Source: an optimization exercise on an open RTL-to-GDS flow (aim: small area). Production flows keep margins and buffers that such runs may drop.
Only simulation tests tie the RTL to the original design; equivalence was not proved.
Power is estimated from default activity; no workload was simulated.

`config.mk`:
```
export PLATFORM = sky130hd
export DESIGN_NAME = bitbang_core
export DESIGN_NICKNAME = bitbang_core
export VERILOG_FILES = /design/flow/design.v
export SDC_FILE = /design/flow/constraint.sdc
export NUM_CORES = 8
export LEC_CHECK = 0
export CAP_MARGIN = 20
export CORE_MARGIN = 2
export CORE_UTILIZATION = 60
export PLACE_DENSITY = 0.7
export SLEW_MARGIN = 20
export SYNTH_HIERARCHICAL = 1
```
`constraint.sdc`:
```
create_clock -name core_clock -period 10.0 [get_ports {clk}]
set_input_delay 2.0000 -clock core_clock [delete_from_list [all_inputs] [get_ports {clk}]]
set_output_delay 2.0000 -clock core_clock [all_outputs]
set_load 0.01 [all_outputs]
```
`design.v`:
```
module bb_aoi222 (
    input  wire [2:0] a,
    input  wire [2:0] s,
    output wire       y
);
    assign y = ~((a[0] & s[0]) | (a[1] & s[1]) | (a[2] & s[2]));
endmodule
module bb_nor2 (
    input  wire a,
    input  wire b,
    output wire y
);
    assign y = ~(a | b);
endmodule
module bb_and2 (
    input  wire a,
    input  wire b,
    output wire y
);
    assign y = a & b;
endmodule
module bb_aoi22 (
    input  wire [1:0] a,
    input  wire [1:0] s,
    output wire       y
);
    assign y = ~((a[0] & s[0]) | (a[1] & s[1]));
endmodule
module bb_nand2 (
    input  wire a,
    input  wire b,
    output wire y
);
    assign y = ~(a & b);
endmodule
module bitbang_core (
    input  wire        clk,
    input  wire        rst,           
    input  wire [10:0] host_addr,     
    input  wire        host_we,
    input  wire [31:0] host_wdata,
    input  wire        host_re,
    output reg  [31:0] host_rdata,    
    output wire        busy,
    output wire        ev_valid,
    output wire [1:0]  ev_kind,       
    output wire [2:0]  ev_role,
    output wire        ev_level,
    output wire [31:0] ev_dur,
    input  wire        ev_ack,
    input  wire        ev_fault,
    input  wire [7:0]  ev_info,
    input  wire        ev_rlevel
);
    localparam [29:0] TICKS = 30'd1000000000;
    localparam [3:0] OP_XLATE = 4'h1, OP_SPI_INIT = 4'h2, OP_SPI_FREE = 4'h3,
                     OP_SPI_XFER = 4'h4, OP_I2C_INIT = 4'h5, OP_I2C_FREE = 4'h6,
                     OP_I2C_WRITE = 4'h7, OP_I2C_READ = 4'h8, OP_I2C_WRRD = 4'h9,
                     OP_SER_INIT = 4'hA, OP_SER_FREE = 4'hB, OP_SER_WRITE = 4'hC,
                     OP_SER_READ = 4'hD;
    localparam [2:0] R_SCK = 3'd0, R_MOSI = 3'd1, R_MISO = 3'd2, R_SCL = 3'd3,
                     R_SDA = 3'd4, R_TX = 3'd5, R_RX = 3'd6;
    localparam [1:0] K_WRITE = 2'd0, K_READ = 2'd1, K_DELAY = 2'd2;
    localparam [2:0] E_OK = 3'd0, E_PIN = 3'd1, E_NACK = 3'd2, E_PARITY = 3'd3,
                     E_FRAME = 3'd4, E_CONFIG = 3'd5, E_ILLEGAL = 3'd6;
    localparam [2:0] PH_START1 = 3'd0, PH_START2 = 3'd1, PH_ADDR1 = 3'd2,
                     PH_ADDR2 = 3'd3, PH_WDATA = 3'd4, PH_RDATA = 3'd5,
                     PH_STOP = 3'd6, PH_FSTOP = 3'd7;
    reg        st_busy, st_done;
    reg [2:0]  st_err;
    reg        spi_valid, i2c_valid, ser_valid;
    reg [11:0] pinerr;               
    reg        po_sck, po_mosi, po_scl, po_sda, po_tx;
    reg [31:0] xl_rate;
    reg [29:0] xl_delay;
    reg [2:0]  spi_cfg;              
    reg [31:0] spi_rate;
    reg [28:0] spi_delay;
    reg [31:0] i2c_rate;
    reg [28:0] i2c_delay;
    reg [5:0]  ser_cfg;              
    reg [31:0] ser_rate;
    reg [29:0] ser_tbit;
    reg [7:0]  ser_rxdata;
    reg        dvp;                  
    reg [3:0]  op;
    reg [6:0]  addr7;                
    reg [7:0]  cnta, cntb;           
    reg [7:0]  bidx;                 
    reg [7:0]  sh;                   
    reg [2:0]  s;                    
    reg [3:0]  k;                    
    reg [2:0]  ph;                   
    reg        pacc;                 
    reg        stop2n;               
    reg        epin;                 
    reg        mwr, mrd;             
    reg [29:0] rem;                  
    wire [29:0] q = {cnta, cntb, sh, addr7[6:1]};
    reg        dph;                  
    reg        dbl;                  
    assign busy = st_busy;
    wire        dv_full  = (op == OP_SER_INIT) | ((op == OP_XLATE) & addr7[0]);
    reg [28:0] ser_thalf;
    reg [29:0] dv_res;               
    function [29:0] inc30(input [29:0] x, input cin, input skip);
        integer i;
        reg c, g;
        begin
            g = cin;
            c = cin;
            for (i = 0; i < 30; i = i + 1) begin
                if (skip && i == 15) begin
                    g = g & (&x[14:0]);
                    c = g;
                end
                inc30[i] = x[i] ^ c;
                c = x[i] & c;
            end
        end
    endfunction
    always @(*) begin
        ser_thalf = inc30({1'b0, ser_tbit[29:1]}, ser_tbit[0], 1'b1);
        dv_res    = inc30({q[29] & dv_full, q[28:0]}, rem != 30'd0, 1'b0);
    end
    wire       spi_cpha  = spi_cfg[0];
    wire       spi_cpol  = spi_cfg[1];
    wire       spi_lsbf  = spi_cfg[2];
    wire [1:0] ser_dbits = ser_cfg[1:0];
    wire       ser_pen   = ser_cfg[2];
    wire       ser_podd  = ser_cfg[3];
    wire       ser_stop2 = ser_cfg[4];
    wire       ser_msbf  = ser_cfg[5];
    wire [3:0] ser_n     = 4'd5 + {2'b00, ser_dbits};
    wire       f_spi  = (op == OP_SPI_XFER);
    wire       f_i2c  = (op == OP_I2C_WRITE) | (op == OP_I2C_READ) | (op == OP_I2C_WRRD);
    wire       f_tx   = (op == OP_SER_WRITE);
    wire       f_rx   = (op == OP_SER_READ);
    wire       f_ser  = f_tx | f_rx;
    wire       f_init = ~f_spi & ~f_i2c & ~f_ser;    
    wire       c_start = (k == 4'd0);
    wire       c_data  = ~c_start & (k <= ser_n);
    wire       c_par   = ser_pen & (k == ser_n + 4'd1);
    wire       c_stop  = ~c_start & ~c_data & ~c_par;
    wire       c_last  = c_stop & (stop2n | ~ser_stop2);
    wire       lsbf    = f_spi ? spi_lsbf : (f_ser & ~ser_msbf);
    wire [2:0] topb    = f_ser ? {1'b1, ser_dbits} : 3'd7;
    wire       sh_out  = lsbf ? sh[0] : sh[topb];
    function [7:0] shifted(input [7:0] v, input din);
        integer j;
        begin
            if (!lsbf) shifted = {v[6:0], din};
            else begin
                for (j = 0; j < 8; j = j + 1)
                    shifted[j] = (j == topb) ? din : ((j == 7) ? 1'b0 : v[(j + 1) % 8]);
            end
        end
    endfunction
    reg        e_valid;
    reg [1:0]  e_kind;
    reg [2:0]  e_role;
    reg        e_level;
    reg        i2c_last_step;
    wire [1:0] i2c_proc = (ph[2:1] == 2'b00) ? 2'd0 :           
                          (ph[2:1] == 2'b11) ? 2'd3 :           
                          (((ph == PH_RDATA) ^ (k == 4'd8)) ? 2'd2 : 2'd1);   
    always @(*) begin
        e_valid = 1'b1;
        e_kind  = K_WRITE;
        e_role  = R_SCK;
        e_level = 1'b1;
        i2c_last_step = 1'b0;
        if (f_spi) begin
            case ({spi_cpha, s})
                4'b0_000: begin e_role = R_MOSI; e_level = sh_out; end
                4'b0_001: e_kind = K_DELAY;
                4'b0_010: begin e_role = R_SCK; e_level = ~spi_cpol; end
                4'b0_011: begin e_kind = K_READ; e_role = R_MISO; end
                4'b0_100: e_kind = K_DELAY;
                4'b0_101: begin e_role = R_SCK; e_level = spi_cpol; end
                4'b1_000: begin e_role = R_SCK; e_level = ~spi_cpol; end
                4'b1_001: begin e_role = R_MOSI; e_level = sh_out; end
                4'b1_010: e_kind = K_DELAY;
                4'b1_011: begin e_role = R_SCK; e_level = spi_cpol; end
                4'b1_100: begin e_kind = K_READ; e_role = R_MISO; end
                default:  e_kind = K_DELAY;
            endcase
        end else if (f_i2c) begin
            case (i2c_proc)
                2'd0: case (s)    
                    3'd0: e_role = R_SDA;
                    3'd1: e_kind = K_DELAY;
                    3'd2: e_role = R_SCL;
                    3'd3: begin e_kind = K_READ; e_role = R_SCL; end
                    3'd4: e_kind = K_DELAY;
                    3'd5: begin e_role = R_SDA; e_level = 1'b0; end
                    3'd6: e_kind = K_DELAY;
                    default: begin e_role = R_SCL; e_level = 1'b0; i2c_last_step = 1'b1; end
                endcase
                2'd1: case (s)    
                    3'd0: begin
                        e_role = R_SDA;
                        e_level = (ph == PH_RDATA) ? (cntb == 8'd1) : sh[7];
                    end
                    3'd1: e_kind = K_DELAY;
                    3'd2: e_role = R_SCL;
                    3'd3: begin e_kind = K_READ; e_role = R_SCL; end
                    3'd4: e_kind = K_DELAY;
                    default: begin e_role = R_SCL; e_level = 1'b0; i2c_last_step = 1'b1; end
                endcase
                2'd2: case (s)    
                    3'd0: e_role = R_SDA;
                    3'd1: e_kind = K_DELAY;
                    3'd2: e_role = R_SCL;
                    3'd3: begin e_kind = K_READ; e_role = R_SCL; end
                    3'd4: e_kind = K_DELAY;
                    3'd5: begin e_kind = K_READ; e_role = R_SDA; end
                    default: begin e_role = R_SCL; e_level = 1'b0; i2c_last_step = 1'b1; end
                endcase
                default: case (s)    
                    3'd0: begin e_role = R_SCL; e_level = 1'b0; end
                    3'd1: begin e_role = R_SDA; e_level = 1'b0; end
                    3'd2: e_kind = K_DELAY;
                    3'd3: e_role = R_SCL;
                    3'd4: begin e_kind = K_READ; e_role = R_SCL; end
                    3'd5: e_kind = K_DELAY;
                    3'd6: e_role = R_SDA;
                    default: begin e_kind = K_DELAY; i2c_last_step = 1'b1; end
                endcase
            endcase
        end else if (f_tx) begin
            if (s == 3'd0) begin
                e_role = R_TX;
                if (c_start)     e_level = 1'b0;
                else if (c_data) e_level = sh_out;
                else if (c_par)  e_level = pacc ^ ser_podd;
            end else
                e_kind = K_DELAY;
        end else if (f_rx) begin
            if (s == 3'd0 || s == 3'd3) begin
                e_kind = K_READ; e_role = R_RX;
            end else
                e_kind = K_DELAY;
        end else begin
            e_valid = (op != OP_XLATE);
            case (op)
                OP_SPI_INIT: e_level = spi_cpol;
                OP_I2C_INIT: e_role = (s == 3'd0) ? R_SCL : R_SDA;
                default:     e_role = R_TX;
            endcase
        end
        if (!st_busy || dvp || mwr || mrd)
            e_valid = 1'b0;
    end
    assign ev_valid = e_valid;
    assign ev_kind  = e_kind;
    assign ev_role  = e_role;
    assign ev_level = e_level;
    assign ev_dur   = {2'b00, f_spi ? {1'b0, spi_delay} :
                              f_i2c ? {1'b0, i2c_delay} :
                              (f_rx && s == 3'd1) ? {1'b0, ser_thalf} : ser_tbit};
    wire ev_done = e_valid & ev_ack;
    wire ev_bad  = ev_done & ev_fault & (e_kind != K_DELAY);
    wire ev_good = ev_done & ~ev_bad;
    wire ev_wr   = (e_kind == K_WRITE);
    wire        dv_dbit  = TICKS[5'd29 - bidx[4:0]];
    wire [29:0] dv_sh    = {rem[28:0], dv_dbit};
    reg  [30:0] dv_rate;
    always @(*) begin
        case (op)
            OP_SPI_INIT: dv_rate = spi_rate[30:0];
            OP_I2C_INIT: dv_rate = i2c_rate[30:0];
            OP_SER_INIT: dv_rate = ser_rate[30:0];
            default:     dv_rate = xl_rate[30:0];
        endcase
    end
    reg  [29:0] dv_diff;
    reg         dv_fits, dv_blo;
    always @(*) begin : dvsub
        integer i;
        reg b;
        b = 1'b0;
        for (i = 0; i < 30; i = i + 1) begin
            if (i == 15) begin
                dv_blo = b;
                b = dbl;
            end
            dv_diff[i] = dv_sh[i] ^ dv_rate[i] ^ b;
            b = (~dv_sh[i] & dv_rate[i]) | (~(dv_sh[i] ^ dv_rate[i]) & b);
        end
        dv_fits = ~(b | dv_rate[30]);
    end
    wire        dv_last  = (bidx[4:0] == {4'b1110, dv_full});
    wire        aligned  = (host_addr[1:0] == 2'b00);
    wire        hw       = host_we & aligned & ~st_busy;
    wire        hw_cmd   = hw & (host_addr == 11'h000);
    wire [3:0]  c_op     = host_wdata[3:0];
    wire [7:0]  c_lena   = host_wdata[23:16];
    wire [7:0]  c_lenb   = host_wdata[31:24];
    reg         c_illegal, c_rate_bad;
    wire        xl_bad   = xl_rate[31]  | (xl_rate  == 32'd0);
    wire        spi_bad  = spi_rate[31] | (spi_rate == 32'd0);
    wire        i2c_bad  = i2c_rate[31] | (i2c_rate == 32'd0);
    wire        ser_bad  = ser_rate[31] | (ser_rate == 32'd0);
    always @(*) begin
        case (c_op)
            OP_XLATE:     c_illegal = 1'b0;
            OP_SPI_INIT:  c_illegal = spi_valid;
            OP_SPI_FREE,
            OP_SPI_XFER:  c_illegal = ~spi_valid;
            OP_I2C_INIT:  c_illegal = i2c_valid;
            OP_I2C_FREE,
            OP_I2C_WRITE,
            OP_I2C_READ:  c_illegal = ~i2c_valid;
            OP_I2C_WRRD:  c_illegal = ~i2c_valid | (({1'b0, c_lena} + {1'b0, c_lenb}) > 9'd256);
            OP_SER_INIT:  c_illegal = ser_valid;
            OP_SER_FREE,
            OP_SER_WRITE,
            OP_SER_READ:  c_illegal = ~ser_valid;
            default:      c_illegal = 1'b1;
        endcase
        case (c_op)
            OP_SPI_INIT:  c_rate_bad = spi_bad;
            OP_I2C_INIT:  c_rate_bad = i2c_bad;
            OP_SER_INIT:  c_rate_bad = ser_bad;
            default:      c_rate_bad = xl_bad;
        endcase
    end
    wire [7:0]  b_idx      = st_busy ? bidx : host_addr[9:2];
    wire        b_we       = (hw & host_addr[10]) | (st_busy & mwr);
    reg  [7:0]  s_rd;
    wire [7:0]  b_wd       = rst ? 8'd0 : (~b_we ? s_rd : (st_busy ? sh : host_wdata[7:0]));
    reg  [15:0] b_pa, b_pb;
    always @(*) begin : pdec
        integer i;
        for (i = 0; i < 16; i = i + 1) begin
            b_pa[i] = rst | (b_idx[3:0] == i[3:0]);
            b_pb[i] = rst | (b_idx[7:4] == i[3:0]);
        end
    end
    wire [255:0] b_sel;
    reg  [15:0] h_pa_n, h_pb_n;
    always @(*) begin : hdec
        integer i;
        for (i = 0; i < 16; i = i + 1) begin
            h_pa_n[i] = (host_addr[5:2] != i[3:0]);
            h_pb_n[i] = (host_addr[9:6] != i[3:0]);
        end
    end
    wire [255:0] h_sel;
    reg  [7:0]   b_rd;
    wire [2047:0] b_flat;
    genvar gi, gb;
    generate
        for (gi = 0; gi < 256; gi = gi + 1) begin : g_buf
            reg [7:0] m;
            always @(posedge clk)
                if (b_sel[gi])
                    m <= b_wd;
            assign b_flat[gi*8 +: 8] = m;
        end
        for (gi = 0; gi < 256; gi = gi + 1) begin : g_dec
            bb_and2 u_d (.a(b_pa[gi % 16]), .b(b_pb[gi / 16]), .y(b_sel[gi]));
        end
        for (gb = 0; gb < 8; gb = gb + 1) begin : g_rd
            wire [85:0] y;
            for (gi = 0; gi < 85; gi = gi + 1) begin : g_t
                bb_aoi222 u_t (
                    .a({b_flat[(3*gi+2)*8+gb], b_flat[(3*gi+1)*8+gb], b_flat[(3*gi)*8+gb]}),
                    .s(b_sel[3*gi+2:3*gi]),
                    .y(y[gi]));
            end
            assign y[85] = ~(b_flat[255*8+gb] & b_sel[255]);
            always @(*) s_rd[gb] = ~&y;
        end
        for (gi = 0; gi < 256; gi = gi + 1) begin : g_hdec
            bb_nor2 u_d (.a(h_pa_n[gi % 16]), .b(h_pb_n[gi / 16]), .y(h_sel[gi]));
        end
        for (gb = 0; gb < 8; gb = gb + 1) begin : g_hrd
            wire [85:0] y;
            for (gi = 0; gi < 85; gi = gi + 1) begin : g_t
                bb_aoi222 u_t (
                    .a({b_flat[(3*gi+2)*8+gb], b_flat[(3*gi+1)*8+gb], b_flat[(3*gi)*8+gb]}),
                    .s(h_sel[3*gi+2:3*gi]),
                    .y(y[gi]));
            end
            assign y[85] = ~(b_flat[255*8+gb] & h_sel[255]);
            always @(*) b_rd[gb] = ~&y;
        end
    endgenerate
    wire        rd_reg = aligned & ~rst & (host_addr[10:7] == 4'd0);
    wire        rs_st  = rd_reg & (host_addr[6:2] == 5'h01);
    wire        rs_pe  = rd_reg & (host_addr[6:2] == 5'h02);
    wire        rs_po  = rd_reg & (host_addr[6:2] == 5'h03);
    wire        rs_xr  = rd_reg & (host_addr[6:2] == 5'h04);
    wire        rs_xd  = rd_reg & (host_addr[6:2] == 5'h05);
    wire        rs_sc  = rd_reg & (host_addr[6:2] == 5'h08);
    wire        rs_sr  = rd_reg & (host_addr[6:2] == 5'h09);
    wire        rs_sd  = rd_reg & (host_addr[6:2] == 5'h0A);
    wire        rs_ir  = rd_reg & (host_addr[6:2] == 5'h0C);
    wire        rs_id  = rd_reg & (host_addr[6:2] == 5'h0D);
    wire        rs_ec  = rd_reg & (host_addr[6:2] == 5'h10);
    wire        rs_er  = rd_reg & (host_addr[6:2] == 5'h11);
    wire        rs_et  = rd_reg & (host_addr[6:2] == 5'h12);
    wire        rs_eh  = rd_reg & (host_addr[6:2] == 5'h13);
    wire        rs_rx  = rd_reg & (host_addr[6:2] == 5'h14);
    wire        rs_bf  = aligned & ~rst & host_addr[10];
    wire [31:0] rd_val;
    wire rdt0_0, rdt0_1, rdt0_2, rdt0_3, rdt0_4, rdt0_5;
    bb_aoi222 u_rdt0_0 (.a({po_sck, pinerr[0], st_busy}), .s({rs_po, rs_pe, rs_st}), .y(rdt0_0));
    bb_aoi222 u_rdt0_1 (.a({spi_cfg[0], xl_delay[0], xl_rate[0]}), .s({rs_sc, rs_xd, rs_xr}), .y(rdt0_1));
    bb_aoi222 u_rdt0_2 (.a({i2c_rate[0], spi_delay[0], spi_rate[0]}), .s({rs_ir, rs_sd, rs_sr}), .y(rdt0_2));
    bb_aoi222 u_rdt0_3 (.a({ser_rate[0], ser_cfg[0], i2c_delay[0]}), .s({rs_er, rs_ec, rs_id}), .y(rdt0_3));
    bb_aoi222 u_rdt0_4 (.a({ser_rxdata[0], ser_thalf[0], ser_tbit[0]}), .s({rs_rx, rs_eh, rs_et}), .y(rdt0_4));
    bb_nand2 u_rdt0_5 (.a(b_rd[0]), .b(rs_bf), .y(rdt0_5));
    assign rd_val[0] = ~&{rdt0_0, rdt0_1, rdt0_2, rdt0_3, rdt0_4, rdt0_5};
    wire rdt1_0, rdt1_1, rdt1_2, rdt1_3, rdt1_4, rdt1_5;
    bb_aoi222 u_rdt1_0 (.a({po_mosi, pinerr[1], st_done}), .s({rs_po, rs_pe, rs_st}), .y(rdt1_0));
    bb_aoi222 u_rdt1_1 (.a({spi_cfg[1], xl_delay[1], xl_rate[1]}), .s({rs_sc, rs_xd, rs_xr}), .y(rdt1_1));
    bb_aoi222 u_rdt1_2 (.a({i2c_rate[1], spi_delay[1], spi_rate[1]}), .s({rs_ir, rs_sd, rs_sr}), .y(rdt1_2));
    bb_aoi222 u_rdt1_3 (.a({ser_rate[1], ser_cfg[1], i2c_delay[1]}), .s({rs_er, rs_ec, rs_id}), .y(rdt1_3));
    bb_aoi222 u_rdt1_4 (.a({ser_rxdata[1], ser_thalf[1], ser_tbit[1]}), .s({rs_rx, rs_eh, rs_et}), .y(rdt1_4));
    bb_nand2 u_rdt1_5 (.a(b_rd[1]), .b(rs_bf), .y(rdt1_5));
    assign rd_val[1] = ~&{rdt1_0, rdt1_1, rdt1_2, rdt1_3, rdt1_4, rdt1_5};
    wire rdt2_0, rdt2_1, rdt2_2, rdt2_3, rdt2_4;
    bb_aoi222 u_rdt2_0 (.a({xl_delay[2], xl_rate[2], pinerr[2]}), .s({rs_xd, rs_xr, rs_pe}), .y(rdt2_0));
    bb_aoi222 u_rdt2_1 (.a({spi_delay[2], spi_rate[2], spi_cfg[2]}), .s({rs_sd, rs_sr, rs_sc}), .y(rdt2_1));
    bb_aoi222 u_rdt2_2 (.a({ser_cfg[2], i2c_delay[2], i2c_rate[2]}), .s({rs_ec, rs_id, rs_ir}), .y(rdt2_2));
    bb_aoi222 u_rdt2_3 (.a({ser_thalf[2], ser_tbit[2], ser_rate[2]}), .s({rs_eh, rs_et, rs_er}), .y(rdt2_3));
    bb_aoi22 u_rdt2_4 (.a({b_rd[2], ser_rxdata[2]}), .s({rs_bf, rs_rx}), .y(rdt2_4));
    assign rd_val[2] = ~&{rdt2_0, rdt2_1, rdt2_2, rdt2_3, rdt2_4};
    wire rdt3_0, rdt3_1, rdt3_2, rdt3_3, rdt3_4;
    bb_aoi222 u_rdt3_0 (.a({xl_rate[3], po_scl, pinerr[3]}), .s({rs_xr, rs_po, rs_pe}), .y(rdt3_0));
    bb_aoi222 u_rdt3_1 (.a({spi_delay[3], spi_rate[3], xl_delay[3]}), .s({rs_sd, rs_sr, rs_xd}), .y(rdt3_1));
    bb_aoi222 u_rdt3_2 (.a({ser_cfg[3], i2c_delay[3], i2c_rate[3]}), .s({rs_ec, rs_id, rs_ir}), .y(rdt3_2));
    bb_aoi222 u_rdt3_3 (.a({ser_thalf[3], ser_tbit[3], ser_rate[3]}), .s({rs_eh, rs_et, rs_er}), .y(rdt3_3));
    bb_aoi22 u_rdt3_4 (.a({b_rd[3], ser_rxdata[3]}), .s({rs_bf, rs_rx}), .y(rdt3_4));
    assign rd_val[3] = ~&{rdt3_0, rdt3_1, rdt3_2, rdt3_3, rdt3_4};
    wire rdt4_0, rdt4_1, rdt4_2, rdt4_3, rdt4_4;
    bb_aoi222 u_rdt4_0 (.a({xl_rate[4], po_sda, st_err[0]}), .s({rs_xr, rs_po, rs_st}), .y(rdt4_0));
    bb_aoi222 u_rdt4_1 (.a({spi_delay[4], spi_rate[4], xl_delay[4]}), .s({rs_sd, rs_sr, rs_xd}), .y(rdt4_1));
    bb_aoi222 u_rdt4_2 (.a({ser_cfg[4], i2c_delay[4], i2c_rate[4]}), .s({rs_ec, rs_id, rs_ir}), .y(rdt4_2));
    bb_aoi222 u_rdt4_3 (.a({ser_thalf[4], ser_tbit[4], ser_rate[4]}), .s({rs_eh, rs_et, rs_er}), .y(rdt4_3));
    bb_aoi22 u_rdt4_4 (.a({b_rd[4], ser_rxdata[4]}), .s({rs_bf, rs_rx}), .y(rdt4_4));
    assign rd_val[4] = ~&{rdt4_0, rdt4_1, rdt4_2, rdt4_3, rdt4_4};
    wire rdt5_0, rdt5_1, rdt5_2, rdt5_3, rdt5_4;
    bb_aoi222 u_rdt5_0 (.a({xl_rate[5], po_tx, st_err[1]}), .s({rs_xr, rs_po, rs_st}), .y(rdt5_0));
    bb_aoi222 u_rdt5_1 (.a({spi_delay[5], spi_rate[5], xl_delay[5]}), .s({rs_sd, rs_sr, rs_xd}), .y(rdt5_1));
    bb_aoi222 u_rdt5_2 (.a({ser_cfg[5], i2c_delay[5], i2c_rate[5]}), .s({rs_ec, rs_id, rs_ir}), .y(rdt5_2));
    bb_aoi222 u_rdt5_3 (.a({ser_thalf[5], ser_tbit[5], ser_rate[5]}), .s({rs_eh, rs_et, rs_er}), .y(rdt5_3));
    bb_aoi22 u_rdt5_4 (.a({b_rd[5], ser_rxdata[5]}), .s({rs_bf, rs_rx}), .y(rdt5_4));
    assign rd_val[5] = ~&{rdt5_0, rdt5_1, rdt5_2, rdt5_3, rdt5_4};
    wire rdt6_0, rdt6_1, rdt6_2, rdt6_3;
    bb_aoi222 u_rdt6_0 (.a({xl_delay[6], xl_rate[6], st_err[2]}), .s({rs_xd, rs_xr, rs_st}), .y(rdt6_0));
    bb_aoi222 u_rdt6_1 (.a({i2c_rate[6], spi_delay[6], spi_rate[6]}), .s({rs_ir, rs_sd, rs_sr}), .y(rdt6_1));
    bb_aoi222 u_rdt6_2 (.a({ser_tbit[6], ser_rate[6], i2c_delay[6]}), .s({rs_et, rs_er, rs_id}), .y(rdt6_2));
    bb_aoi222 u_rdt6_3 (.a({b_rd[6], ser_rxdata[6], ser_thalf[6]}), .s({rs_bf, rs_rx, rs_eh}), .y(rdt6_3));
    assign rd_val[6] = ~&{rdt6_0, rdt6_1, rdt6_2, rdt6_3};
    wire rdt7_0, rdt7_1, rdt7_2, rdt7_3;
    bb_aoi222 u_rdt7_0 (.a({spi_rate[7], xl_delay[7], xl_rate[7]}), .s({rs_sr, rs_xd, rs_xr}), .y(rdt7_0));
    bb_aoi222 u_rdt7_1 (.a({i2c_delay[7], i2c_rate[7], spi_delay[7]}), .s({rs_id, rs_ir, rs_sd}), .y(rdt7_1));
    bb_aoi222 u_rdt7_2 (.a({ser_thalf[7], ser_tbit[7], ser_rate[7]}), .s({rs_eh, rs_et, rs_er}), .y(rdt7_2));
    bb_aoi22 u_rdt7_3 (.a({b_rd[7], ser_rxdata[7]}), .s({rs_bf, rs_rx}), .y(rdt7_3));
    assign rd_val[7] = ~&{rdt7_0, rdt7_1, rdt7_2, rdt7_3};
    wire rdt8_0, rdt8_1, rdt8_2, rdt8_3;
    bb_aoi222 u_rdt8_0 (.a({xl_rate[8], pinerr[4], spi_valid}), .s({rs_xr, rs_pe, rs_st}), .y(rdt8_0));
    bb_aoi222 u_rdt8_1 (.a({spi_delay[8], spi_rate[8], xl_delay[8]}), .s({rs_sd, rs_sr, rs_xd}), .y(rdt8_1));
    bb_aoi222 u_rdt8_2 (.a({ser_rate[8], i2c_delay[8], i2c_rate[8]}), .s({rs_er, rs_id, rs_ir}), .y(rdt8_2));
    bb_aoi22 u_rdt8_3 (.a({ser_thalf[8], ser_tbit[8]}), .s({rs_eh, rs_et}), .y(rdt8_3));
    assign rd_val[8] = ~&{rdt8_0, rdt8_1, rdt8_2, rdt8_3};
    wire rdt9_0, rdt9_1, rdt9_2, rdt9_3;
    bb_aoi222 u_rdt9_0 (.a({xl_rate[9], pinerr[5], i2c_valid}), .s({rs_xr, rs_pe, rs_st}), .y(rdt9_0));
    bb_aoi222 u_rdt9_1 (.a({spi_delay[9], spi_rate[9], xl_delay[9]}), .s({rs_sd, rs_sr, rs_xd}), .y(rdt9_1));
    bb_aoi222 u_rdt9_2 (.a({ser_rate[9], i2c_delay[9], i2c_rate[9]}), .s({rs_er, rs_id, rs_ir}), .y(rdt9_2));
    bb_aoi22 u_rdt9_3 (.a({ser_thalf[9], ser_tbit[9]}), .s({rs_eh, rs_et}), .y(rdt9_3));
    assign rd_val[9] = ~&{rdt9_0, rdt9_1, rdt9_2, rdt9_3};
    wire rdt10_0, rdt10_1, rdt10_2, rdt10_3;
    bb_aoi222 u_rdt10_0 (.a({xl_rate[10], pinerr[6], ser_valid}), .s({rs_xr, rs_pe, rs_st}), .y(rdt10_0));
    bb_aoi222 u_rdt10_1 (.a({spi_delay[10], spi_rate[10], xl_delay[10]}), .s({rs_sd, rs_sr, rs_xd}), .y(rdt10_1));
    bb_aoi222 u_rdt10_2 (.a({ser_rate[10], i2c_delay[10], i2c_rate[10]}), .s({rs_er, rs_id, rs_ir}), .y(rdt10_2));
    bb_aoi22 u_rdt10_3 (.a({ser_thalf[10], ser_tbit[10]}), .s({rs_eh, rs_et}), .y(rdt10_3));
    assign rd_val[10] = ~&{rdt10_0, rdt10_1, rdt10_2, rdt10_3};
    wire rdt11_0, rdt11_1, rdt11_2, rdt11_3;
    bb_aoi222 u_rdt11_0 (.a({xl_delay[11], xl_rate[11], pinerr[7]}), .s({rs_xd, rs_xr, rs_pe}), .y(rdt11_0));
    bb_aoi222 u_rdt11_1 (.a({i2c_rate[11], spi_delay[11], spi_rate[11]}), .s({rs_ir, rs_sd, rs_sr}), .y(rdt11_1));
    bb_aoi222 u_rdt11_2 (.a({ser_tbit[11], ser_rate[11], i2c_delay[11]}), .s({rs_et, rs_er, rs_id}), .y(rdt11_2));
    bb_nand2 u_rdt11_3 (.a(ser_thalf[11]), .b(rs_eh), .y(rdt11_3));
    assign rd_val[11] = ~&{rdt11_0, rdt11_1, rdt11_2, rdt11_3};
    wire rdt12_0, rdt12_1, rdt12_2, rdt12_3;
    bb_aoi222 u_rdt12_0 (.a({xl_delay[12], xl_rate[12], pinerr[8]}), .s({rs_xd, rs_xr, rs_pe}), .y(rdt12_0));
    bb_aoi222 u_rdt12_1 (.a({i2c_rate[12], spi_delay[12], spi_rate[12]}), .s({rs_ir, rs_sd, rs_sr}), .y(rdt12_1));
    bb_aoi222 u_rdt12_2 (.a({ser_tbit[12], ser_rate[12], i2c_delay[12]}), .s({rs_et, rs_er, rs_id}), .y(rdt12_2));
    bb_nand2 u_rdt12_3 (.a(ser_thalf[12]), .b(rs_eh), .y(rdt12_3));
    assign rd_val[12] = ~&{rdt12_0, rdt12_1, rdt12_2, rdt12_3};
    wire rdt13_0, rdt13_1, rdt13_2, rdt13_3;
    bb_aoi222 u_rdt13_0 (.a({xl_delay[13], xl_rate[13], pinerr[9]}), .s({rs_xd, rs_xr, rs_pe}), .y(rdt13_0));
    bb_aoi222 u_rdt13_1 (.a({i2c_rate[13], spi_delay[13], spi_rate[13]}), .s({rs_ir, rs_sd, rs_sr}), .y(rdt13_1));
    bb_aoi222 u_rdt13_2 (.a({ser_tbit[13], ser_rate[13], i2c_delay[13]}), .s({rs_et, rs_er, rs_id}), .y(rdt13_2));
    bb_nand2 u_rdt13_3 (.a(ser_thalf[13]), .b(rs_eh), .y(rdt13_3));
    assign rd_val[13] = ~&{rdt13_0, rdt13_1, rdt13_2, rdt13_3};
    wire rdt14_0, rdt14_1, rdt14_2, rdt14_3;
    bb_aoi222 u_rdt14_0 (.a({xl_delay[14], xl_rate[14], pinerr[10]}), .s({rs_xd, rs_xr, rs_pe}), .y(rdt14_0));
    bb_aoi222 u_rdt14_1 (.a({i2c_rate[14], spi_delay[14], spi_rate[14]}), .s({rs_ir, rs_sd, rs_sr}), .y(rdt14_1));
    bb_aoi222 u_rdt14_2 (.a({ser_tbit[14], ser_rate[14], i2c_delay[14]}), .s({rs_et, rs_er, rs_id}), .y(rdt14_2));
    bb_nand2 u_rdt14_3 (.a(ser_thalf[14]), .b(rs_eh), .y(rdt14_3));
    assign rd_val[14] = ~&{rdt14_0, rdt14_1, rdt14_2, rdt14_3};
    wire rdt15_0, rdt15_1, rdt15_2, rdt15_3;
    bb_aoi222 u_rdt15_0 (.a({xl_delay[15], xl_rate[15], pinerr[11]}), .s({rs_xd, rs_xr, rs_pe}), .y(rdt15_0));
    bb_aoi222 u_rdt15_1 (.a({i2c_rate[15], spi_delay[15], spi_rate[15]}), .s({rs_ir, rs_sd, rs_sr}), .y(rdt15_1));
    bb_aoi222 u_rdt15_2 (.a({ser_tbit[15], ser_rate[15], i2c_delay[15]}), .s({rs_et, rs_er, rs_id}), .y(rdt15_2));
    bb_nand2 u_rdt15_3 (.a(ser_thalf[15]), .b(rs_eh), .y(rdt15_3));
    assign rd_val[15] = ~&{rdt15_0, rdt15_1, rdt15_2, rdt15_3};
    wire rdt16_0, rdt16_1, rdt16_2;
    bb_aoi222 u_rdt16_0 (.a({spi_rate[16], xl_delay[16], xl_rate[16]}), .s({rs_sr, rs_xd, rs_xr}), .y(rdt16_0));
    bb_aoi222 u_rdt16_1 (.a({i2c_delay[16], i2c_rate[16], spi_delay[16]}), .s({rs_id, rs_ir, rs_sd}), .y(rdt16_1));
    bb_aoi222 u_rdt16_2 (.a({ser_thalf[16], ser_tbit[16], ser_rate[16]}), .s({rs_eh, rs_et, rs_er}), .y(rdt16_2));
    assign rd_val[16] = ~&{rdt16_0, rdt16_1, rdt16_2};
    wire rdt17_0, rdt17_1, rdt17_2;
    bb_aoi222 u_rdt17_0 (.a({spi_rate[17], xl_delay[17], xl_rate[17]}), .s({rs_sr, rs_xd, rs_xr}), .y(rdt17_0));
    bb_aoi222 u_rdt17_1 (.a({i2c_delay[17], i2c_rate[17], spi_delay[17]}), .s({rs_id, rs_ir, rs_sd}), .y(rdt17_1));
    bb_aoi222 u_rdt17_2 (.a({ser_thalf[17], ser_tbit[17], ser_rate[17]}), .s({rs_eh, rs_et, rs_er}), .y(rdt17_2));
    assign rd_val[17] = ~&{rdt17_0, rdt17_1, rdt17_2};
    wire rdt18_0, rdt18_1, rdt18_2;
    bb_aoi222 u_rdt18_0 (.a({spi_rate[18], xl_delay[18], xl_rate[18]}), .s({rs_sr, rs_xd, rs_xr}), .y(rdt18_0));
    bb_aoi222 u_rdt18_1 (.a({i2c_delay[18], i2c_rate[18], spi_delay[18]}), .s({rs_id, rs_ir, rs_sd}), .y(rdt18_1));
    bb_aoi222 u_rdt18_2 (.a({ser_thalf[18], ser_tbit[18], ser_rate[18]}), .s({rs_eh, rs_et, rs_er}), .y(rdt18_2));
    assign rd_val[18] = ~&{rdt18_0, rdt18_1, rdt18_2};
    wire rdt19_0, rdt19_1, rdt19_2;
    bb_aoi222 u_rdt19_0 (.a({spi_rate[19], xl_delay[19], xl_rate[19]}), .s({rs_sr, rs_xd, rs_xr}), .y(rdt19_0));
    bb_aoi222 u_rdt19_1 (.a({i2c_delay[19], i2c_rate[19], spi_delay[19]}), .s({rs_id, rs_ir, rs_sd}), .y(rdt19_1));
    bb_aoi222 u_rdt19_2 (.a({ser_thalf[19], ser_tbit[19], ser_rate[19]}), .s({rs_eh, rs_et, rs_er}), .y(rdt19_2));
    assign rd_val[19] = ~&{rdt19_0, rdt19_1, rdt19_2};
    wire rdt20_0, rdt20_1, rdt20_2;
    bb_aoi222 u_rdt20_0 (.a({spi_rate[20], xl_delay[20], xl_rate[20]}), .s({rs_sr, rs_xd, rs_xr}), .y(rdt20_0));
    bb_aoi222 u_rdt20_1 (.a({i2c_delay[20], i2c_rate[20], spi_delay[20]}), .s({rs_id, rs_ir, rs_sd}), .y(rdt20_1));
    bb_aoi222 u_rdt20_2 (.a({ser_thalf[20], ser_tbit[20], ser_rate[20]}), .s({rs_eh, rs_et, rs_er}), .y(rdt20_2));
    assign rd_val[20] = ~&{rdt20_0, rdt20_1, rdt20_2};
    wire rdt21_0, rdt21_1, rdt21_2;
    bb_aoi222 u_rdt21_0 (.a({spi_rate[21], xl_delay[21], xl_rate[21]}), .s({rs_sr, rs_xd, rs_xr}), .y(rdt21_0));
    bb_aoi222 u_rdt21_1 (.a({i2c_delay[21], i2c_rate[21], spi_delay[21]}), .s({rs_id, rs_ir, rs_sd}), .y(rdt21_1));
    bb_aoi222 u_rdt21_2 (.a({ser_thalf[21], ser_tbit[21], ser_rate[21]}), .s({rs_eh, rs_et, rs_er}), .y(rdt21_2));
    assign rd_val[21] = ~&{rdt21_0, rdt21_1, rdt21_2};
    wire rdt22_0, rdt22_1, rdt22_2;
    bb_aoi222 u_rdt22_0 (.a({spi_rate[22], xl_delay[22], xl_rate[22]}), .s({rs_sr, rs_xd, rs_xr}), .y(rdt22_0));
    bb_aoi222 u_rdt22_1 (.a({i2c_delay[22], i2c_rate[22], spi_delay[22]}), .s({rs_id, rs_ir, rs_sd}), .y(rdt22_1));
    bb_aoi222 u_rdt22_2 (.a({ser_thalf[22], ser_tbit[22], ser_rate[22]}), .s({rs_eh, rs_et, rs_er}), .y(rdt22_2));
    assign rd_val[22] = ~&{rdt22_0, rdt22_1, rdt22_2};
    wire rdt23_0, rdt23_1, rdt23_2;
    bb_aoi222 u_rdt23_0 (.a({spi_rate[23], xl_delay[23], xl_rate[23]}), .s({rs_sr, rs_xd, rs_xr}), .y(rdt23_0));
    bb_aoi222 u_rdt23_1 (.a({i2c_delay[23], i2c_rate[23], spi_delay[23]}), .s({rs_id, rs_ir, rs_sd}), .y(rdt23_1));
    bb_aoi222 u_rdt23_2 (.a({ser_thalf[23], ser_tbit[23], ser_rate[23]}), .s({rs_eh, rs_et, rs_er}), .y(rdt23_2));
    assign rd_val[23] = ~&{rdt23_0, rdt23_1, rdt23_2};
    wire rdt24_0, rdt24_1, rdt24_2;
    bb_aoi222 u_rdt24_0 (.a({spi_rate[24], xl_delay[24], xl_rate[24]}), .s({rs_sr, rs_xd, rs_xr}), .y(rdt24_0));
    bb_aoi222 u_rdt24_1 (.a({i2c_delay[24], i2c_rate[24], spi_delay[24]}), .s({rs_id, rs_ir, rs_sd}), .y(rdt24_1));
    bb_aoi222 u_rdt24_2 (.a({ser_thalf[24], ser_tbit[24], ser_rate[24]}), .s({rs_eh, rs_et, rs_er}), .y(rdt24_2));
    assign rd_val[24] = ~&{rdt24_0, rdt24_1, rdt24_2};
    wire rdt25_0, rdt25_1, rdt25_2;
    bb_aoi222 u_rdt25_0 (.a({spi_rate[25], xl_delay[25], xl_rate[25]}), .s({rs_sr, rs_xd, rs_xr}), .y(rdt25_0));
    bb_aoi222 u_rdt25_1 (.a({i2c_delay[25], i2c_rate[25], spi_delay[25]}), .s({rs_id, rs_ir, rs_sd}), .y(rdt25_1));
    bb_aoi222 u_rdt25_2 (.a({ser_thalf[25], ser_tbit[25], ser_rate[25]}), .s({rs_eh, rs_et, rs_er}), .y(rdt25_2));
    assign rd_val[25] = ~&{rdt25_0, rdt25_1, rdt25_2};
    wire rdt26_0, rdt26_1, rdt26_2;
    bb_aoi222 u_rdt26_0 (.a({spi_rate[26], xl_delay[26], xl_rate[26]}), .s({rs_sr, rs_xd, rs_xr}), .y(rdt26_0));
    bb_aoi222 u_rdt26_1 (.a({i2c_delay[26], i2c_rate[26], spi_delay[26]}), .s({rs_id, rs_ir, rs_sd}), .y(rdt26_1));
    bb_aoi222 u_rdt26_2 (.a({ser_thalf[26], ser_tbit[26], ser_rate[26]}), .s({rs_eh, rs_et, rs_er}), .y(rdt26_2));
    assign rd_val[26] = ~&{rdt26_0, rdt26_1, rdt26_2};
    wire rdt27_0, rdt27_1, rdt27_2;
    bb_aoi222 u_rdt27_0 (.a({spi_rate[27], xl_delay[27], xl_rate[27]}), .s({rs_sr, rs_xd, rs_xr}), .y(rdt27_0));
    bb_aoi222 u_rdt27_1 (.a({i2c_delay[27], i2c_rate[27], spi_delay[27]}), .s({rs_id, rs_ir, rs_sd}), .y(rdt27_1));
    bb_aoi222 u_rdt27_2 (.a({ser_thalf[27], ser_tbit[27], ser_rate[27]}), .s({rs_eh, rs_et, rs_er}), .y(rdt27_2));
    assign rd_val[27] = ~&{rdt27_0, rdt27_1, rdt27_2};
    wire rdt28_0, rdt28_1, rdt28_2;
    bb_aoi222 u_rdt28_0 (.a({spi_rate[28], xl_delay[28], xl_rate[28]}), .s({rs_sr, rs_xd, rs_xr}), .y(rdt28_0));
    bb_aoi222 u_rdt28_1 (.a({i2c_delay[28], i2c_rate[28], spi_delay[28]}), .s({rs_id, rs_ir, rs_sd}), .y(rdt28_1));
    bb_aoi222 u_rdt28_2 (.a({ser_thalf[28], ser_tbit[28], ser_rate[28]}), .s({rs_eh, rs_et, rs_er}), .y(rdt28_2));
    assign rd_val[28] = ~&{rdt28_0, rdt28_1, rdt28_2};
    wire rdt29_0, rdt29_1;
    bb_aoi222 u_rdt29_0 (.a({spi_rate[29], xl_delay[29], xl_rate[29]}), .s({rs_sr, rs_xd, rs_xr}), .y(rdt29_0));
    bb_aoi222 u_rdt29_1 (.a({ser_tbit[29], ser_rate[29], i2c_rate[29]}), .s({rs_et, rs_er, rs_ir}), .y(rdt29_1));
    assign rd_val[29] = ~&{rdt29_0, rdt29_1};
    wire rdt30_0, rdt30_1;
    bb_aoi222 u_rdt30_0 (.a({i2c_rate[30], spi_rate[30], xl_rate[30]}), .s({rs_ir, rs_sr, rs_xr}), .y(rdt30_0));
    bb_nand2 u_rdt30_1 (.a(ser_rate[30]), .b(rs_er), .y(rdt30_1));
    assign rd_val[30] = ~&{rdt30_0, rdt30_1};
    wire rdt31_0, rdt31_1;
    bb_aoi222 u_rdt31_0 (.a({i2c_rate[31], spi_rate[31], xl_rate[31]}), .s({rs_ir, rs_sr, rs_xr}), .y(rdt31_0));
    bb_nand2 u_rdt31_1 (.a(ser_rate[31]), .b(rs_er), .y(rdt31_1));
    assign rd_val[31] = ~&{rdt31_0, rdt31_1};
    always @(posedge clk)
        if (rst | host_re)
            host_rdata <= rd_val;
    wire [31:0] hwd     = host_wdata & {32{~rst}};
    wire [29:0] dres    = dv_res & {30{~rst}};
    wire        w_xlr   = hw & (host_addr == 11'h010);
    wire        w_spic  = hw & (host_addr == 11'h020) & ~spi_valid;
    wire        w_spir  = hw & (host_addr == 11'h024) & ~spi_valid;
    wire        w_i2cr  = hw & (host_addr == 11'h030) & ~i2c_valid;
    wire        w_serc  = hw & (host_addr == 11'h040) & ~ser_valid;
    wire        w_serr  = hw & (host_addr == 11'h044) & ~ser_valid;
    wire        init_ok = st_busy & f_init & ~dvp &
                          ((op == OP_XLATE) | (ev_good & ~((op == OP_I2C_INIT) & (s == 3'd0))));
    always @(posedge clk) begin
        if (rst | w_xlr)  xl_rate  <= hwd;
        if (rst | w_spic) spi_cfg  <= hwd[2:0];
        if (rst | w_spir) spi_rate <= hwd;
        if (rst | w_i2cr) i2c_rate <= hwd;
        if (rst | w_serc) ser_cfg  <= {hwd[5:2], host_wdata[1:0] | {2{rst}}};
        if (rst | w_serr) ser_rate <= hwd;
        if (rst | (init_ok & (op == OP_XLATE)))    xl_delay  <= dres;
        if (rst | (init_ok & (op == OP_SPI_INIT))) spi_delay <= dres[28:0];
        if (rst | (init_ok & (op == OP_I2C_INIT))) i2c_delay <= dres[28:0];
        if (rst | (init_ok & (op == OP_SER_INIT))) ser_tbit  <= dres;
    end
    task finish(input [2:0] code);
        begin
            st_err  <= code;
            st_done <= 1'b1;
            st_busy <= 1'b0;
        end
    endtask
    task finish_pin(input [11:0] pin);
        begin
            finish(E_PIN);
            pinerr <= pin;
        end
    endtask
    wire [11:0] ev_pin = {ev_info, ev_wr, e_role};
    always @(posedge clk) begin
        if (rst) begin
            st_busy    <= 1'b0;
            st_done    <= 1'b0;
            st_err     <= 3'd0;
            spi_valid  <= 1'b0;
            i2c_valid  <= 1'b0;
            ser_valid  <= 1'b0;
            pinerr     <= 12'd0;
            po_sck     <= 1'b0;
            po_mosi    <= 1'b0;
            po_scl     <= 1'b1;
            po_sda     <= 1'b1;
            po_tx      <= 1'b1;
            ser_rxdata <= 8'd0;
        end else begin
            if (ev_good && ev_wr) begin
                case (e_role)
                    R_SCK:  po_sck  <= e_level;
                    R_MOSI: po_mosi <= e_level;
                    R_SCL:  po_scl  <= e_level;
                    R_SDA:  po_sda  <= e_level;
                    R_TX:   po_tx   <= e_level;
                    default: ;
                endcase
            end
            if (!st_busy) begin
                if (hw_cmd) begin
                    op      <= c_op;
                    addr7   <= host_wdata[10:4];
                    cnta    <= c_lena;
                    cntb    <= c_lenb;
                    st_done <= 1'b0;
                    st_err  <= 3'd0;
                    bidx    <= 8'd0;
                    s       <= 3'd0;
                    k       <= 4'd0;
                    ph      <= PH_START1;
                    sh      <= (c_op == OP_SER_READ) ? 8'd0 : c_lena;
                    pacc    <= 1'b0;
                    stop2n  <= 1'b0;
                    rem     <= 30'd0;
                    mwr     <= 1'b0;
                    mrd     <= (c_op == OP_SPI_XFER);
                    dph     <= 1'b0;
                    dvp     <= (c_op == OP_XLATE) | (c_op == OP_SPI_INIT) |
                               (c_op == OP_I2C_INIT) | (c_op == OP_SER_INIT);
                    if (c_illegal) begin
                        finish(E_ILLEGAL);
                    end else begin
                        case (c_op)
                            OP_XLATE, OP_SPI_INIT, OP_I2C_INIT, OP_SER_INIT: begin
                                if (c_rate_bad) finish(E_CONFIG);
                                else st_busy <= 1'b1;
                            end
                            OP_SPI_FREE: begin spi_valid <= 1'b0; finish(E_OK); end
                            OP_I2C_FREE: begin i2c_valid <= 1'b0; finish(E_OK); end
                            OP_SER_FREE: begin ser_valid <= 1'b0; finish(E_OK); end
                            OP_SPI_XFER: begin
                                if (c_lena == 8'd0) finish(E_OK);
                                else st_busy <= 1'b1;
                            end
                            default: st_busy <= 1'b1;    
                        endcase
                    end
                end
            end else if (mwr) begin
                mwr  <= 1'b0;
                bidx <= bidx + 8'd1;
                if (f_spi) begin
                    cnta <= cnta - 8'd1;
                    if (cnta == 8'd1) finish(E_OK);
                    else mrd <= 1'b1;
                end else begin
                    cntb <= cntb - 8'd1;
                    if (cntb == 8'd1) ph <= PH_STOP;
                end
            end else if (mrd) begin
                mrd <= 1'b0;
                sh  <= s_rd;
            end else if (f_init) begin
                if (dvp) begin
                    dph <= ~dph;
                    dbl <= dv_blo;
                    if (dph) begin
                        bidx <= bidx + 8'd1;
                        rem  <= dv_fits ? dv_diff : dv_sh;
                        {cnta, cntb, sh, addr7[6:1]} <= {q[28:0], dv_fits};
                        if (dv_last) dvp <= 1'b0;
                    end
                end else if (op == OP_XLATE) begin
                    finish(E_OK);
                end else if (ev_done) begin
                    if (ev_bad) finish_pin(ev_pin);
                    else if (op == OP_I2C_INIT && s == 3'd0) s <= 3'd1;
                    else begin
                        finish(E_OK);
                        case (op)
                            OP_SPI_INIT: spi_valid <= 1'b1;
                            OP_I2C_INIT: i2c_valid <= 1'b1;
                            default:     ser_valid <= 1'b1;
                        endcase
                    end
                end
            end else if (f_spi) begin
                if (ev_done) begin
                    if (ev_bad) finish_pin(ev_pin);
                    else begin
                        if (s == (spi_cpha ? 3'd4 : 3'd3))
                            sh <= shifted(sh, ev_rlevel);
                        if (s != 3'd5) s <= s + 3'd1;
                        else begin
                            s <= 3'd0;
                            k <= {1'b0, k[2:0] + 3'd1};
                            if (k[2:0] == 3'd7) mwr <= 1'b1;
                        end
                    end
                end
            end else if (f_i2c) begin
                if (ev_done) begin
                    if (ev_bad) begin
                        if (ph == PH_FSTOP) begin
                            if (epin) finish_pin({sh, k});
                            else finish(E_NACK);
                        end else if (ph == PH_STOP)
                            finish_pin(ev_pin);
                        else begin
                            epin <= 1'b1;
                            sh   <= ev_info;
                            k    <= {ev_wr, e_role};
                            ph   <= PH_FSTOP;
                            s    <= 3'd0;
                        end
                    end else if (e_kind == K_READ && e_role == R_SCL && !ev_rlevel) begin
                    end else if (!i2c_last_step) begin
                        s <= s + 3'd1;
                        if ((i2c_proc == 2'd1 && s == 3'd0 && ph != PH_RDATA) ||
                            (i2c_proc == 2'd2 && s == 3'd5))
                            sh <= {sh[6:0], ev_rlevel};
                    end else begin
                        s <= 3'd0;
                        case (ph)
                            PH_START1, PH_START2: begin
                                ph <= (ph == PH_START1) ? PH_ADDR1 : PH_ADDR2;
                                sh <= {addr7, (ph == PH_START2) || (op == OP_I2C_READ)};
                                k  <= 4'd0;
                            end
                            PH_STOP: finish(E_OK);
                            PH_FSTOP: begin
                                if (epin) finish_pin({sh, k});
                                else finish(E_NACK);
                            end
                            PH_RDATA: begin
                                if (k != 4'd8) k <= k + 4'd1;
                                else begin
                                    k   <= 4'd0;
                                    mwr <= 1'b1;
                                end
                            end
                            default: begin   
                                if (k != 4'd8) k <= k + 4'd1;
                                else begin
                                    k <= 4'd0;
                                    if (sh[0]) begin
                                        epin <= 1'b0;
                                        ph   <= PH_FSTOP;
                                    end else if (ph == PH_ADDR2 || op == OP_I2C_READ) begin
                                        ph <= (cntb != 8'd0) ? PH_RDATA : PH_STOP;
                                    end else begin
                                        if (ph == PH_WDATA) begin
                                            bidx <= bidx + 8'd1;
                                            cnta <= cnta - 8'd1;
                                        end
                                        if ((ph == PH_WDATA) ? (cnta != 8'd1) : (cnta != 8'd0)) begin
                                            ph  <= PH_WDATA;
                                            mrd <= 1'b1;
                                        end else
                                            ph <= (op == OP_I2C_WRRD) ? PH_START2 : PH_STOP;
                                    end
                                end
                            end
                        endcase
                    end
                end
            end else if (f_tx) begin
                if (ev_done) begin
                    if (ev_bad) finish_pin(ev_pin);
                    else if (s == 3'd0) begin
                        s <= 3'd1;
                        if (c_data) begin
                            pacc <= pacc ^ sh_out;
                            sh   <= shifted(sh, 1'b0);
                        end
                    end else begin
                        s <= 3'd0;
                        if (c_last) finish(E_OK);
                        else if (c_stop) stop2n <= 1'b1;
                        else k <= k + 4'd1;
                    end
                end
            end else begin
                if (ev_done) begin
                    if (ev_bad) finish_pin(ev_pin);
                    else case (s)
                        3'd0: if (!ev_rlevel) s <= 3'd1;
                        3'd1: begin s <= 3'd2; k <= 4'd1; end
                        3'd2: s <= 3'd3;
                        default: begin
                            s <= 3'd2;
                            if (c_data) begin
                                sh   <= shifted(sh, ev_rlevel);
                                pacc <= pacc ^ ev_rlevel;
                                k    <= k + 4'd1;
                            end else if (c_par) begin
                                if (ev_rlevel != (pacc ^ ser_podd)) finish(E_PARITY);
                                else k <= k + 4'd1;
                            end else begin
                                if (!ev_rlevel) finish(E_FRAME);
                                else if (c_last) begin
                                    ser_rxdata <= sh;
                                    finish(E_OK);
                                end else stop2n <= 1'b1;
                            end
                        end
                    endcase
                end
            end
        end
    end
endmodule
```
`flow/run.sh`:
```
#!/bin/bash
# The standard layout (the standard.sh, unchanged synthesis), with two
# options passed to ORFS through its environment:
# - clock tree: clkbuf_16 sink clusters of at most 25 flip-flops within 80 um,
#   without the dummy loads CTS adds to balance the tree;
# - port buffers: sky130_fd_sc_hd__buf_1.
set -euo pipefail
export CTS_ARGS="-sink_clustering_enable -repair_clock_nets -sink_clustering_size 25 -sink_clustering_max_diameter 80 -buf_list sky130_fd_sc_hd__clkbuf_16 -dont_use_dummy_load"
export BUFFER_PORTS_ARGS="-buffer_cell sky130_fd_sc_hd__buf_1"
bash standard.sh > flow.log 2>&1
```
`standard.sh`:
```
#!/bin/bash
# synth_recipe.tcl (not shown) runs the flow's synth.tcl, then flattens the netlist and writes it again
# the make line also repeats each setting of config.mk as NAME=value (left out here)
make -C /OpenROAD-flow-scripts/flow DESIGN_CONFIG=/design/flow/config.mk WORK_HOME=/design/flow/orfs CLKGATE_MAP_FILE= SYNTH_SCRIPT=/design/flow/synth_recipe.tcl "${@:-finish}"
```
==> run notes <==
==> area by class of cell <==
class	count	area share, %
flip-flops and latches	2459	65.2
multi-input cells	4043	27.4
clock buffers	130	2.89
well taps	2325	2.58
repair buffers	289	1.63
inverters	59	0.196
diodes	41	0.0910
==> how the worst max path moves through the flow <==
| stage | start | to | slack (ns) | cells past startpoint |
|---|---|---|---|---|
| final | op[0] | rem[0] | 1.23 | 27 |
| after floorplan | host_addr[6] | g_buf[0].m[3] | -1.05 | 13 |
| after detailed placement | op[0] | rem[0] | 1.33 | 22 |
| after CTS | op[0] | rem[0] | 1.30 | 27 |
| after global routing | op[0] | rem[0] | 0.79 | 22 |
| after global placement | op[0] | rem[0] | 1.47 | 27 |
==> state kept, by name (all words and copies together) (netlist names), 4 cells and up <==
name	count
cnta	8
bidx	8
rem	30
host_rdata	32
k	4
cntb	8
i2c_delay	29
i2c_rate	32
pinerr	12
ser_cfg	6
ser_rxdata	8
xl_rate	32
ser_rate	32
addr7	7
spi_delay	29
spi_rate	32
xl_delay	30
g_buf.m	2048
sh	8
ser_tbit	30
op	4
==> power groups by stage <==
stage	clock, mW	combinational (mW)	sequential [mW]
CTS	5.47	1.54	12.5
floorplan	0	0.833	12.6
finish	5.46	1.60	12.5
global placement	0	1.51	12.7
global route	5.79	1.64	12.6
detailed placement	0	1.53	12.7
==> worst max-delay path, delay by kind of cell (launching register included) <==
| kind | cells | cell delay, ns |
|---|---|---|
| simple gates | 7 | 1.24 |
| fa+ha+maj | 15 | 5.71 |
| flops | 1 | 0.71 |
| compound gates | 1 | 0.21 |
| buf+inv | 4 | 0.76 |
==> layout by cell type (no fill, tap or decap), types with 12 or more instances in the layout <==
master | synthesis | routed
sky130_fd_sc_hd__a211oi_1 | 38 | 30
sky130_fd_sc_hd__a21oi_1 | 105 | 105
sky130_fd_sc_hd__a222oi_1 | 1490 | 1490
sky130_fd_sc_hd__a22o_1 | 13 | 13
sky130_fd_sc_hd__a22oi_1 | 41 | 41
sky130_fd_sc_hd__a31oi_1 | 26 | 26
sky130_fd_sc_hd__and2_1 | 264 | 264
sky130_fd_sc_hd__and3_1 | 15 | 15
sky130_fd_sc_hd__buf_1 | 15 | 126
sky130_fd_sc_hd__buf_4 | 3 | 151
sky130_fd_sc_hd__clkbuf_16 | 0 | 130
sky130_fd_sc_hd__dfxtp_1 | 33 | 32
sky130_fd_sc_hd__diode_2 | 0 | 41
sky130_fd_sc_hd__edfxtp_1 | 2426 | 2426
sky130_fd_sc_hd__fa_1 | 30 | 30
sky130_fd_sc_hd__ha_1 | 96 | 96
sky130_fd_sc_hd__inv_1 | 55 | 54
sky130_fd_sc_hd__mux2_2 | 13 | 13
sky130_fd_sc_hd__mux2i_1 | 60 | 60
sky130_fd_sc_hd__nand2_1 | 322 | 316
sky130_fd_sc_hd__nand2b_1 | 24 | 24
sky130_fd_sc_hd__nand3_1 | 95 | 89
sky130_fd_sc_hd__nand4_1 | 368 | 368
sky130_fd_sc_hd__nor2_1 | 403 | 393
sky130_fd_sc_hd__nor2b_1 | 84 | 84
sky130_fd_sc_hd__nor3_1 | 46 | 41
sky130_fd_sc_hd__nor4_1 | 129 | 115
sky130_fd_sc_hd__nor4_2 | 0 | 14
sky130_fd_sc_hd__o21ai_0 | 127 | 126
sky130_fd_sc_hd__o22ai_1 | 20 | 20
sky130_fd_sc_hd__or4_1 | 12 | 12
sky130_fd_sc_hd__xor2_1 | 14 | 14
==> Yosys stat by module (local to each module, per instance) <==
module / flops+latches / copies in the design
bitbang_core: 2459 / 1
bb_aoi22: 0 / 8
bb_aoi222: 0 / 1460
bb_and2: 0 / 256
bb_nand2: 0 / 9
bb_nor2: 0 / 256
==> kinds of logic (layout without fill, tap and decap cells) <==
family / after synthesis / after routing / synth area share [%]
AOI/OAI and AO/OA: 2000 / 2000 / 17.4
xor gates and xnor gates: 21 / 21 / 0.175
adders and majority gates: 126 / 126 / 1.72
buffers and inverters: 199 / 478 / 0.743
DFF: 2459 / 2459 / 70.1
muxes: 73 / 73 / 0.712
other: 1 / 43 / 0.00358
and+or+nand+nor: 1821 / 1821 / 9.10
==> metal layers <==
metal	GRT usage [%]	up-vias
li1	-	31307
met1	55.2	38874
met5	0	-
met2	58.9	6689
met3	9.73	1026
met4	21.0	12
==> metrics by stage <==
step                      hold WS (ns)  setup TNS (ns)  total power, mW  std cells
final                            0.508               0             19.6       9346
after global routing             0.542               0             20.0       9330
after CTS                        0.508               0             19.5       9301
after detailed placement         0.490               0             14.2       9171
after global placement           0.487               0             14.2       9171
after floorplan                  0.443         -539.76             13.4       6701
==> impl_metrics.tcl <==
set metrics [dict create \
    status "finished clean" \
    timing.hold.worst_endpoint "ser_rxdata[6]" \
    final-seq-area_mm2 0.0735 \
    met3_wirelength_um 50200 \
    timing.critical_path.required_ns 10.62 \
    swShare_pct 24.3 \
    timing_worst_setup_path_type "flop to flop" \
    via_count_of_the_first_global_routing_pass 72527 \
    critPathSlowestCell "sky130_fd_sc_hd__edfxtp_1" \
    clock.fmax_mhz 114 \
    post-route-worst-setup-slack_ns 1.23 \
    post_drt_via_cell_ratio 8.34 \
    post_cts_gate_resize_count 0 \
    timing.final.crit_period_ns 8.77 \
    power.share.sequential_pct 63.9 \
    fraction_of_final_layout_cells_with_drive_strength_greater_than_1_pct 5.72 \
    power.static_leakage_nw 35.0 \
    area_of_the_multi_input_gates_mm2 0.0309 \
    total_switching_power_mw 4.74 \
    worst_r2r_endpoint "rem[0]" \
    postLayoutCellArea_mm2 0.113 \
    async_reset_ff_share_pct 0 \
    syn_avg_cell_area_um2 15.6 \
    grt-ovfl-total 0 \
    synth_most_common_cell "sky130_fd_sc_hd__edfxtp_1" \
    postRouteAntennaNets 0 \
    synth_top_flop_cell "sky130_fd_sc_hd__edfxtp_1" \
    h-tree-depth 4 \
    critical_path.max_stage_delay_ns 0.71 \
    unrepaired_setup_endpoints_after_global_routing "no" \
    count_of_tritonroute_iterations_in_the_first_routing_pass 15 \
    synth-edff-count 2426 \
    dp_hpwl_um 244000 \
    dieArea_mm2 0.178 \
    ff2ff_setup_slack_ns 1.23 \
    uppermost_layer_routed "met5" \
    ctsRootBufferMaster "sky130_fd_sc_hd__clkbuf_16" \
    synth_top_area_cell "sky130_fd_sc_hd__edfxtp_1" \
    relSlewSlack_pct 11.8 \
    synth.cell_area_mm2 0.105 \
    synth_top_cells_by_area "sky130_fd_sc_hd__edfxtp_1, sky130_fd_sc_hd__a222oi_1, sky130_fd_sc_hd__nand4_1, sky130_fd_sc_hd__and2_1, sky130_fd_sc_hd__nor2_1" \
    cts_tree "done" \
    route.layer.met1.wl_um 131000 \
    rows 153 \
    nature_of_the_critical_path_endpoint "flop" \
    grt_pass1_wl_um 517000 \
    critPathLaunchType "flop" \
    yosysWarningCount 7 \
    final_net_count 7166 \
    die-width_um 422 \
    synth_cells 6700 \
    clock-sinks 2459 \
    num-fill-cells 12595 \
    power.density_mw_per_mm2 173 \
    clock_insertion_delay_worst_skew_ns 0.84 \
    worstPathMaxFanout 20 \
    detailroute.via_count 77908 \
    remaining_drcs 0 \
    clock-skew-final_ns 0.0696 \
    initial_utilization_pct 60.3 \
    io_pins 130 \
    wire_length_on_met2_um 162000 \
    crit_top_cell "sky130_fd_sc_hd__fa_1" \
    drtIter0Drc 20362 \
    grt_antenna_before_repair 29 \
    setup_viol 0 \
    clkTransAtPathRegs_ns 0.09 \
    grt_usage_pct 39.9 \
    power.combinational.fraction_pct 8.2 \
    reg2reg_depth 27 \
    syn2layout_area_growth_pct 7.54 \
    floorplan.core_area_mm2 0.174 \
    share_clk_of_total_power_pct 27.9 \
    min-delay-start "ser_rxdata[6]" \
    worstHoldPathType "flop to flop" \
    gp_routability_congestion 0.996 \
    cp.arrival_ns 9.39 \
    post-route-period-util_pct 87.7 \
    irDropWorstVdd_mv 0.174 \
    drt-wirelength-per-cell_um 39.1 \
    synth.distinct_cells 91 \
    hold_viol_final 0 \
    synth.ff_latch_count 2459 \
    fp.dieH_um 422 \
    sequential_to_total_area_share_from_yosys_stat_pct 70.1 \
    number_of_buffers_inserted_to_repair_setup_after_cts 0 \
    power_report.internal_total_mw 14.8 \
    dpl-instance-area_mm2 0.109 \
    worstMarginPinSlew_ns 1.31 \
    preCtsSetupSlack_ns 1.33 \
    utilization_pct 64.9 \
    whs_path_depth 2 \
    yosys.area.top_type_share_pct 69.5 \
    tritoncts.num_buffers 130 \
    count_of_buffers_inserted_at_the_top_level_ports 127 \
    drv_cap 0 \
    r2r-start "op[0]" \
    synth.top_cells.by_count "sky130_fd_sc_hd__edfxtp_1, sky130_fd_sc_hd__a222oi_1, sky130_fd_sc_hd__nor2_1" \
    hold_buffers 0 \
    grt_max_degree 257 \
    slew_viol_final 0 \
    wirelength_um 366000 \
    clock_tree.buffer_depth 3 \
]

re-timing with driven ports:
The results above use ideal ports. As a check the final layout listed here was re-extracted and re-timed, cells and wires unchanged. Step 1, drivers: a clkbuf_16 drives clk and a buf_2 each remaining input, both assumed. Step 2 also shifts input and output timing later by t, the mid clock arrival at the registers, as if the neighbouring blocks saw the same clock. Three values: no drivers, after step 1, after step 2; two values: the first two.
shift t [ns]: 0.905
slack for setup (ns): 1.230 / 1.230 / 1.230
hold WS [ns]: 0.508 / 0.508 / 0.508
After both steps this run still meets setup and hold. For this run, drivers alone change the setup slack by 0.000 ns; drivers and shift together by 0.000 ns.
